This design comes from an exercise in tuning for small area, a short achievable clock period and few clock cycles on the open sky130 flow, not from production work.
In this exercise RTL edits were held to simulation tests only and were not proved equivalent to the original.
No activity file was given, so power comes from the tool's default toggle rates.

[design/flow/config.mk]
export PLATFORM = sky130hd
export DESIGN_NAME = bitsync_decoder
export DESIGN_NICKNAME = bitsync_decoder
export VERILOG_FILES = /design/flow/design.v
export SDC_FILE = /design/flow/constraint.sdc
export NUM_CORES = 4
export LEC_CHECK = 0
export CAP_MARGIN = 20
export CORE_MARGIN = 2
export CORE_UTILIZATION = 40
export SLEW_MARGIN = 20
[design/flow/constraint.sdc]
create_clock -name core_clock -period 17.0 [get_ports {clk}]
set_input_delay 3.4000 -clock core_clock [delete_from_list [all_inputs] [get_ports {clk}]]
set_output_delay 3.4000 -clock core_clock [all_outputs]
set_load 0.01 [all_outputs]
[design/flow/design.v]
module bitsync_decoder (
    input  wire         clk,
    input  wire         rst,
    input  wire         ev_valid,
    input  wire         ev_resync,
    input  wire         ev_feed,
    input  wire         ev_bit,
    output wire         ev_ready,
    input  wire         forward_invalid,
    output wire         out_valid,
    output wire         out_record,
    output wire         out_crc_ok,
    output reg  [3:0]   out_kind,
    output wire [287:0] out_msg,
    output wire [15:0]  out_crc_calc,
    output wire [15:0]  out_crc_rx,
    output reg  [31:0]  cnt_attempt,
    output reg  [31:0]  cnt_pass,
    output reg  [31:0]  cnt_abandon
);
    localparam [15:0] SYNC_WORD = 16'hD391;
    localparam [8:0]  FORCE_B1  = 9'd280;
    localparam [8:0]  FORCE_B2  = 9'd288;
    localparam [1:0] ST_ACCEPT = 2'd0;    
    localparam [1:0] ST_VIT    = 2'd1;    
    localparam [1:0] ST_DESCR  = 2'd2;    
    localparam [1:0] ST_DONE   = 2'd3;    
    reg  [1:0]  state;
    reg         sync;
    reg  [15:0] sreg;
    reg  [31:0] grp;
    reg  [4:0]  grpfill;
    reg  [4:0]  ngrp;
    reg  [31:0] symw;           
    reg  [3:0]  step;
    reg  [7:0]  cost [0:7];
    reg  [31:0] hist [0:7];
    reg  [8:0]  nbits;
    reg  [5:0]  nout;
    reg  [7:0]  msg [0:35];
    reg  [8:0]  lfsr;
    reg  [15:0] crc;
    reg  [5:0]  didx;
    integer j;
    integer di, ai, mi, ci;
    wire [31:0] grp_next = {grp[30:0], ev_bit};
    reg  [31:0] deint;
    always @* begin
        deint = 32'd0;
        for (di = 0; di < 16; di = di + 1) begin
            deint[31 - 2*di] = grp_next[(di / 4) * 2 + (di % 4) * 8 + 1];
            deint[30 - 2*di] = grp_next[(di / 4) * 2 + (di % 4) * 8];
        end
    end
    wire [1:0] rsym = symw[31:30];
    reg  [7:0]  cost_nx [0:7];
    reg  [31:0] hist_nx [0:7];
    reg  [2:0]  q0, q1;
    reg         u;
    reg  [1:0]  e0, e1;
    reg  [1:0]  d0, d1;
    reg  [8:0]  s0, s1;
    reg  [7:0]  m0, m1;
    always @* begin
        for (ai = 0; ai < 8; ai = ai + 1) begin
            u  = ai[0];
            q0 = ai[3:1];
            q1 = ai[3:1] + 3'd4;
            e0 = {u ^ q0[1] ^ q0[2], u ^ q0[0] ^ q0[1] ^ q0[2]};
            e1 = {u ^ q1[1] ^ q1[2], u ^ q1[0] ^ q1[1] ^ q1[2]};
            d0 = rsym ^ e0;
            d1 = rsym ^ e1;
            s0 = {1'b0, cost[q0]} + d0[0] + d0[1];
            s1 = {1'b0, cost[q1]} + d1[0] + d1[1];
            m0 = s0[8] ? 8'd255 : s0[7:0];
            m1 = s1[8] ? 8'd255 : s1[7:0];
            if (m0 <= m1) begin
                cost_nx[ai] = m0;
                hist_nx[ai] = {hist[q0][30:0], u};
            end else begin
                cost_nx[ai] = m1;
                hist_nx[ai] = {hist[q1][30:0], u};
            end
        end
    end
    wire [8:0] nbits_nx = nbits + 9'd1;
    wire       emit     = (nbits_nx - {nout, 3'b000}) == 9'd32;
    wire       forced   = (nbits_nx == FORCE_B1) || (nbits_nx == FORCE_B2);
    wire       flush    = (nbits_nx == FORCE_B2);
    reg  [2:0] argmin;
    reg  [7:0] minv;
    always @* begin
        argmin = 3'd0;
        minv   = cost_nx[0];
        for (mi = 1; mi < 8; mi = mi + 1) begin
            if (cost_nx[mi] < minv) begin
                minv   = cost_nx[mi];
                argmin = mi[2:0];
            end
        end
    end
    wire [2:0] sel = forced ? 3'd0 : argmin;
    wire [7:0] dbyte = msg[didx] ^ lfsr[7:0];
    reg  [8:0]  lfsr_nx;
    reg  [15:0] crc_nx;
    always @* begin
        lfsr_nx = lfsr;
        for (ci = 0; ci < 8; ci = ci + 1)
            lfsr_nx = {lfsr_nx[0] ^ lfsr_nx[5], lfsr_nx[8:1]};
        crc_nx = crc;
        for (ci = 7; ci >= 0; ci = ci - 1) begin
            if (crc_nx[15] ^ dbyte[ci])
                crc_nx = {crc_nx[14:0], 1'b0} ^ 16'h8005;
            else
                crc_nx = {crc_nx[14:0], 1'b0};
        end
    end
    wire [15:0] rxcrc  = {msg[32], msg[33]};
    wire        crc_ok = (crc == rxcrc);
    wire        accept  = (state == ST_ACCEPT) && ev_valid;
    wire        hunting = ev_resync || !sync;
    wire [15:0] sreg_nx = {(ev_resync ? 15'd0 : sreg[14:0]), ev_bit};
    always @(posedge clk) begin
        if (rst) begin
            state       <= ST_ACCEPT;
            cnt_attempt <= 32'd0;
            cnt_pass    <= 32'd0;
            cnt_abandon <= 32'd0;
            sync        <= 1'b0;
            sreg        <= 16'd0;
            grpfill     <= 5'd0;
            ngrp        <= 5'd0;
            nbits       <= 9'd0;
            nout        <= 6'd0;
            lfsr        <= 9'h1FF;
            crc         <= 16'hFFFF;
            for (j = 0; j < 8; j = j + 1)
                cost[j] <= (j == 0) ? 8'd0 : 8'd255;
        end else begin
            case (state)
            ST_ACCEPT: if (accept) begin
                if (ev_resync) begin
                    if (sync)
                        cnt_abandon <= cnt_abandon + 32'd1;
                    sync    <= 1'b0;
                    sreg    <= 16'd0;
                    grpfill <= 5'd0;
                    ngrp    <= 5'd0;
                    nbits   <= 9'd0;
                    nout    <= 6'd0;
                    lfsr    <= 9'h1FF;
                    crc     <= 16'hFFFF;
                    for (j = 0; j < 8; j = j + 1)
                        cost[j] <= (j == 0) ? 8'd0 : 8'd255;
                end
                if (ev_feed) begin
                    if (hunting) begin
                        sreg <= sreg_nx;
                        if (sreg_nx == SYNC_WORD)
                            sync <= 1'b1;
                    end else begin
                        grp <= grp_next;
                        if (grpfill == 5'd31) begin
                            grpfill <= 5'd0;
                            symw    <= deint;
                            step    <= 4'd0;
                            state   <= ST_VIT;
                        end else begin
                            grpfill <= grpfill + 5'd1;
                        end
                    end
                end
            end
            ST_VIT: begin
                for (j = 0; j < 8; j = j + 1) begin
                    cost[j] <= cost_nx[j];
                    hist[j] <= hist_nx[j];
                end
                symw  <= {symw[29:0], 2'b00};
                nbits <= nbits_nx;
                if (emit) begin
                    msg[nout] <= hist_nx[sel][31:24];
                    nout      <= nout + 6'd1;
                end
                if (flush) begin
                    msg[33] <= hist_nx[0][23:16];
                    msg[34] <= hist_nx[0][15:8];
                    msg[35] <= hist_nx[0][7:0];
                    nout    <= 6'd36;
                end
                step <= step + 4'd1;
                if (step == 4'd15) begin
                    ngrp <= ngrp + 5'd1;
                    if (ngrp == 5'd17) begin
                        didx  <= 6'd0;
                        state <= ST_DESCR;
                    end else begin
                        state <= ST_ACCEPT;
                    end
                end
            end
            ST_DESCR: begin
                msg[didx] <= dbyte;
                lfsr      <= lfsr_nx;
                if (didx < 6'd32)
                    crc <= crc_nx;
                didx <= didx + 6'd1;
                if (didx == 6'd35) begin
                    cnt_attempt <= cnt_attempt + 32'd1;
                    if (crc_ok)
                        cnt_pass <= cnt_pass + 32'd1;
                    state <= ST_DONE;
                end
            end
            ST_DONE: begin
                sync    <= 1'b0;
                sreg    <= 16'd0;
                grpfill <= 5'd0;
                ngrp    <= 5'd0;
                nbits   <= 9'd0;
                nout    <= 6'd0;
                lfsr    <= 9'h1FF;
                crc     <= 16'hFFFF;
                for (j = 0; j < 8; j = j + 1)
                    cost[j] <= (j == 0) ? 8'd0 : 8'd255;
                state <= ST_ACCEPT;
            end
            endcase
        end
    end
    assign ev_ready     = (state == ST_ACCEPT);
    assign out_valid    = (state == ST_DONE);
    assign out_crc_ok   = crc_ok;
    assign out_record   = crc_ok | forward_invalid;
    assign out_crc_calc = crc;
    assign out_crc_rx   = rxcrc;
    genvar g;
    generate
        for (g = 0; g < 36; g = g + 1) begin : g_out_msg
            assign out_msg[287 - 8*g -: 8] = msg[g];
        end
    endgenerate
    always @* begin
        case (msg[4])
            8'h01, 8'h02, 8'h03: out_kind = 4'd1;    
            8'h04:               out_kind = 4'd2;    
            8'h05:               out_kind = 4'd3;    
            8'h06:               out_kind = 4'd4;    
            8'h07:               out_kind = 4'd5;    
            8'h08, 8'h12:        out_kind = 4'd6;    
            8'h09, 8'h15:        out_kind = 4'd7;    
            8'h0A:               out_kind = 4'd8;    
            8'h0B:               out_kind = 4'd9;    
            8'h10, 8'h11:        out_kind = 4'd10;   
            8'h13, 8'h14:        out_kind = 4'd11;   
            default:             out_kind = 4'd0;    
        endcase
    end
endmodule
[design/flow/run.sh]
#!/bin/bash
# synth_recipe.tcl (not shown) runs the flow's synth.tcl, then flattens the netlist and writes it again
# the make line also repeats each setting of config.mk as NAME=value (left out here)
make -C /OpenROAD-flow-scripts/flow DESIGN_CONFIG=/design/flow/config.mk WORK_HOME=/design/flow/orfs CLKGATE_MAP_FILE= SYNTH_SCRIPT=/design/flow/synth_recipe.tcl finish
==> notes.md <==
## worst reg2reg max path, delay by kind of cell, from the launching register on
kind,cells,cell delay [ns]
mux,3,0.75
buf+inv,9,1.40
flops,1,0.40
fa+ha+maj,10,2.78
compound gates,32,5.98
simple gates,31,4.54
## cells in the mapped netlist, types with 32 or more instances
library cell	instances
mux2i_1	65
nand2_1	446
and3_1	47
nor2b_1	34
o21ai_0	106
nand2b_1	95
o22ai_1	70
clkbuf_1	145
a21oi_1	153
xnor2_1	72
nor2_1	431
buf_1	37
nand4_1	46
ha_1	141
xor2_1	141
inv_1	112
mux2_2	175
a22oi_1	36
mux4_2	168
nor3_1	32
nand3_1	139
edfxtp_1	808
dfxtp_1	235
## per-stage QoR
step,hold slack (ns),setup slack (ns),cell area [um^2],std cells
floorplan,0.418,0.00289,50900,4101
global placement,0.425,0.0310,57300,6082
detailed placement,0.428,-0.405,57300,6082
CTS,0.438,0.0132,61000,6286
global route,0.447,-0.123,61500,6317
finish,0.435,0.866,61500,6319
## what timing repair did
item / in CTS / in global routing
resized for setup: 11 / 55
cloned: 0 / 4
pin swaps: 2 / 19
setup endpoints to repair: 352 / 512
setup buffers: 1 / 25
## power by group
part	leakage [uW]	internal, uW	total [uW]	switching [uW]
Clock	0.00178	1380	2430	1040
Sequential	0.00918	2710	2710	0.432
Combinational	0.0108	6.33	24.0	17.6
Total	0.0217	4100	5160	1060
## layout by cell type, fill, tap and decap left out, drive strengths merged, types with 96 or more instances in the layout
| cell type | instances |
|---|---|
| edfxtp | 808 |
| nand2 | 446 |
| nor2 | 432 |
| clkdlybuf4s50 | 429 |
| dfxtp | 235 |
| mux2 | 177 |
| mux4 | 168 |
| a21oi | 153 |
| clkbuf | 146 |
| buf | 142 |
| xor2 | 141 |
| ha | 141 |
| nand3 | 139 |
| inv | 113 |
| o21ai | 112 |
| nand2b | 96 |
## area by class of cell
class / count / area, um^2 / share of cell area
clock inverter: 57 / 702 / 0.0114
multi-input combinational: 2735 / 20900 / 0.340
clock buffer: 146 / 2960 / 0.0481
tap: 1650 / 2060 / 0.0336
timing repair buffer: 571 / 5460 / 0.0887
sequential: 1043 / 29000 / 0.471
inverter: 114 / 440 / 0.00716
antenna: 3 / 7.51 / 0.000122
## kinds of logic (layout without fill, tap and decap cells)
| family | Yosys count | in the layout | synth area share |
|---|---|---|---|
| compound gates | 554 | 555 | 0.0705 |
| xor+xnor | 213 | 213 | 0.0367 |
| fa+ha+maj | 163 | 163 | 0.0432 |
| buf+inv | 327 | 888 | 0.0261 |
| flops | 1043 | 1043 | 0.570 |
| mux | 410 | 410 | 0.127 |
| other cells | 0 | 3 | 0 |
| simple gates | 1391 | 1394 | 0.126 |
## how the worst min path moves through the flow
stage	start	to	slack, ns	cells after the start
2_1_floorplan	grp[29]$_DFFE_PP_	grp[30]$_DFFE_PP_	0.42	0
3_3_place_gp	grp[29]$_DFFE_PP_	grp[30]$_DFFE_PP_	0.43	0
3_5_place_dp	grp[29]$_DFFE_PP_	grp[30]$_DFFE_PP_	0.43	0
4_1_cts	grp[27]$_DFFE_PP_	grp[28]$_DFFE_PP_	0.44	0
5_1_grt	grp[27]$_DFFE_PP_	grp[28]$_DFFE_PP_	0.45	0
6_report	grp[27]$_DFFE_PP_	grp[28]$_DFFE_PP_	0.44	0
## routing by layer
layer | routed length (um) | vias to the layer above | share of wire | GRT usage
li1 | - | 16100 | - | -
met1 | 62000 | 17400 | 0.41 | 0.298
met2 | 71300 | 1323 | 0.47 | 0.365
met3 | 13100 | 277 | 0.087 | 0.0584
met4 | 5110 | 8 | 0.034 | 0.0737
met5 | 46 | - | 0.00030 | 0
## flip-flops by register name, indices dropped and copies added, names as in the netlist, 15 cells and up, named ones only
register / flops
cnt_abandon: 32
cnt_attempt: 32
cnt_pass: 32
cost: 64
crc: 16
grp: 31
hist: 224
msg: 512
sreg: 15
symw: 32
==> summary.md <==
| Metric | Value |
|---|---|
| Outcome | `finished clean` |
| Post-Syn Area | `50800 um^2` |
| Placer Congestion | `0.929` |
| Gr usage total | `0.226` |
| Syn Nets | `4270` |
| Yosys reg bits | `1043` |
| CP max FO | `61` |
| Crit path top cell by count | `ha_1` |
| DRT iter0 DRCs | `3425` |
| Initial antenna violation count | `15` |
| Synth top area share | `0.478` |
| Instance count on the critical path | `85` |
| Die Width | `360 um` |
| Clock Skew | `0.0978 ns` |
| Power density over the cells | `83.9 nW/um^2` |
| Cell taking the most area after synthesis | `edfxtp_1` |
| Cell leakage power | `0.0217 uW` |
| Area grow syn2layout | `21.1%` |
| TritonRoute pass-1 iters | `6` |
| Fin nets | `4742` |
| Fin crit share | `0.949` |
| Tightest Hold Check Type | `flip-flop to flip-flop` |
| Worst setup path endpoint | `msg[4][7]$_DFFE_PP_` |
| Grt ovf | `0` |
| Max Fclk | `0.0620 GHz` |
| CTS Root Cell | `clkbuf_16` |
| Peak VDD IR | `71.3 uV` |
| Synth Instances | `4101` |
| Crit. Startpoint | `symw[31]$_DFFE_PP_` |
| Die Span Y | `360 um` |
| Core area | `126000 um^2` |
| Pin count of the biggest net entering global routing | `100` |
| Number of buffers added on ports | `430` |
| Routed Antenna Nets | `0` |
| R2R setup slack | `0.87 ns` |
| Vias | `35200` |
| CTS Hold Bufs | `0` |
| Via/cell ratio | `5.56` |
| Fillcell total | `11000` |
| Netlist cell types | `99` |
| CTS H-tree depth | `3` |
| Hpwl dp | `108 mm` |
| Slew margin rel. | `0.252` |
| Synth warnings | `5` |
| Worst-Skew Late Latency | `0.77 ns` |
| Ranking of synthesized cells by area | `edfxtp_1 (48%), dfxtp_1 (9.3%), mux4_2 (7.5%)` |
| Post-DR wirelength/cell | `24.0 um` |
| First-pass GRT wire length | `222 mm` |
| Total power | `5160 uW` |
| Post-synth EDFFs | `808` |
| Sequential fraction of the synthesis area | `0.570` |
| Initial Util | `0.404` |
| Final wirelength | `152 mm` |
| Synth Flop Type | `edfxtp_1` |
| Synth async-reset ratio | `0` |
| TritonCTS buffer count | `108` |
| Synth Area per Inst | `12.4 um^2` |
| Reg2reg start | `symw[31]$_DFFE_PP_` |
| Cell family with most CP delay | `compound AO/OA/AOI/OAI gates` |
| Setup CP Type | `flip-flop to flip-flop` |
| CTS Sinks | `1043` |
| Layout cell share with drive strength beyond 1 | `0.163` |
| CP Capture Type | `flip-flop` |
| Max-cap violations | `0` |
| R2r endpoint | `msg[4][7]$_DFFE_PP_` |
| Crit path DAT | `16.55 ns` |
| Clock buffer depth | `3` |
| Final core utilization | `0.489` |
| Crit path required time | `17.42 ns` |
| Setup-failing EPs final | `0` |
| CTS tree | `built` |
| Worst-case reg-to-reg path depth | `85` |
| Total negative slack | `0 ns` |
| Crit-path max cell delay | `0.44 ns` |
| Buf/Inv on CP | `9` |
| Cell Rows | `130` |
| Io pins | `431` |
| Vias in the first global route | `34000` |
| DRC | `0` |
| Crit-path slowest cell | `fa_2` |
| Tmin final | `16.13 ns` |
| Reg clk slew, reported paths | `0.06 ns` |
| Hold Vio Cnt, Final | `0` |
| Crit path launch type | `flip-flop` |
| Fin. max-slew vios | `0` |
| Measured slew at the worst slew-check pin | `1.11 ns` |
| Die ar. | `130000 um^2` |
Testbench counts, summed over its fixed seeds: cycles 59,688.

-- afterwards: timing with drivers on the ports --
The results above use ideal ports. As a check the final layout listed here was re-extracted and re-timed, cells and wires unchanged.
Step 1 (the two cells are an assumption about what drives the block):
set clk [get_ports {clk}]
set_driving_cell -lib_cell sky130_fd_sc_hd__clkbuf_16 $clk
set_driving_cell -lib_cell sky130_fd_sc_hd__buf_2 [delete_from_list [all_inputs] $clk]
Step 2 also shifts input and output timing later by t, the mid clock arrival at the registers, as if the neighbouring blocks saw the same clock.
Slacks: ideal ports / drivers / drivers and shift; pairs: ideal ports / drivers.
shift t [ns]: 0.790
slack for setup (ns): 0.866 / 0.866 / 0.866
clock arrival spread, ns: 0.098 / 0.098
cell pins on the clock port's net: 1
After both steps setup and hold are still met in this run. For this run, drivers alone change the setup slack by 0.000 ns; drivers and shift together by 0.000 ns.
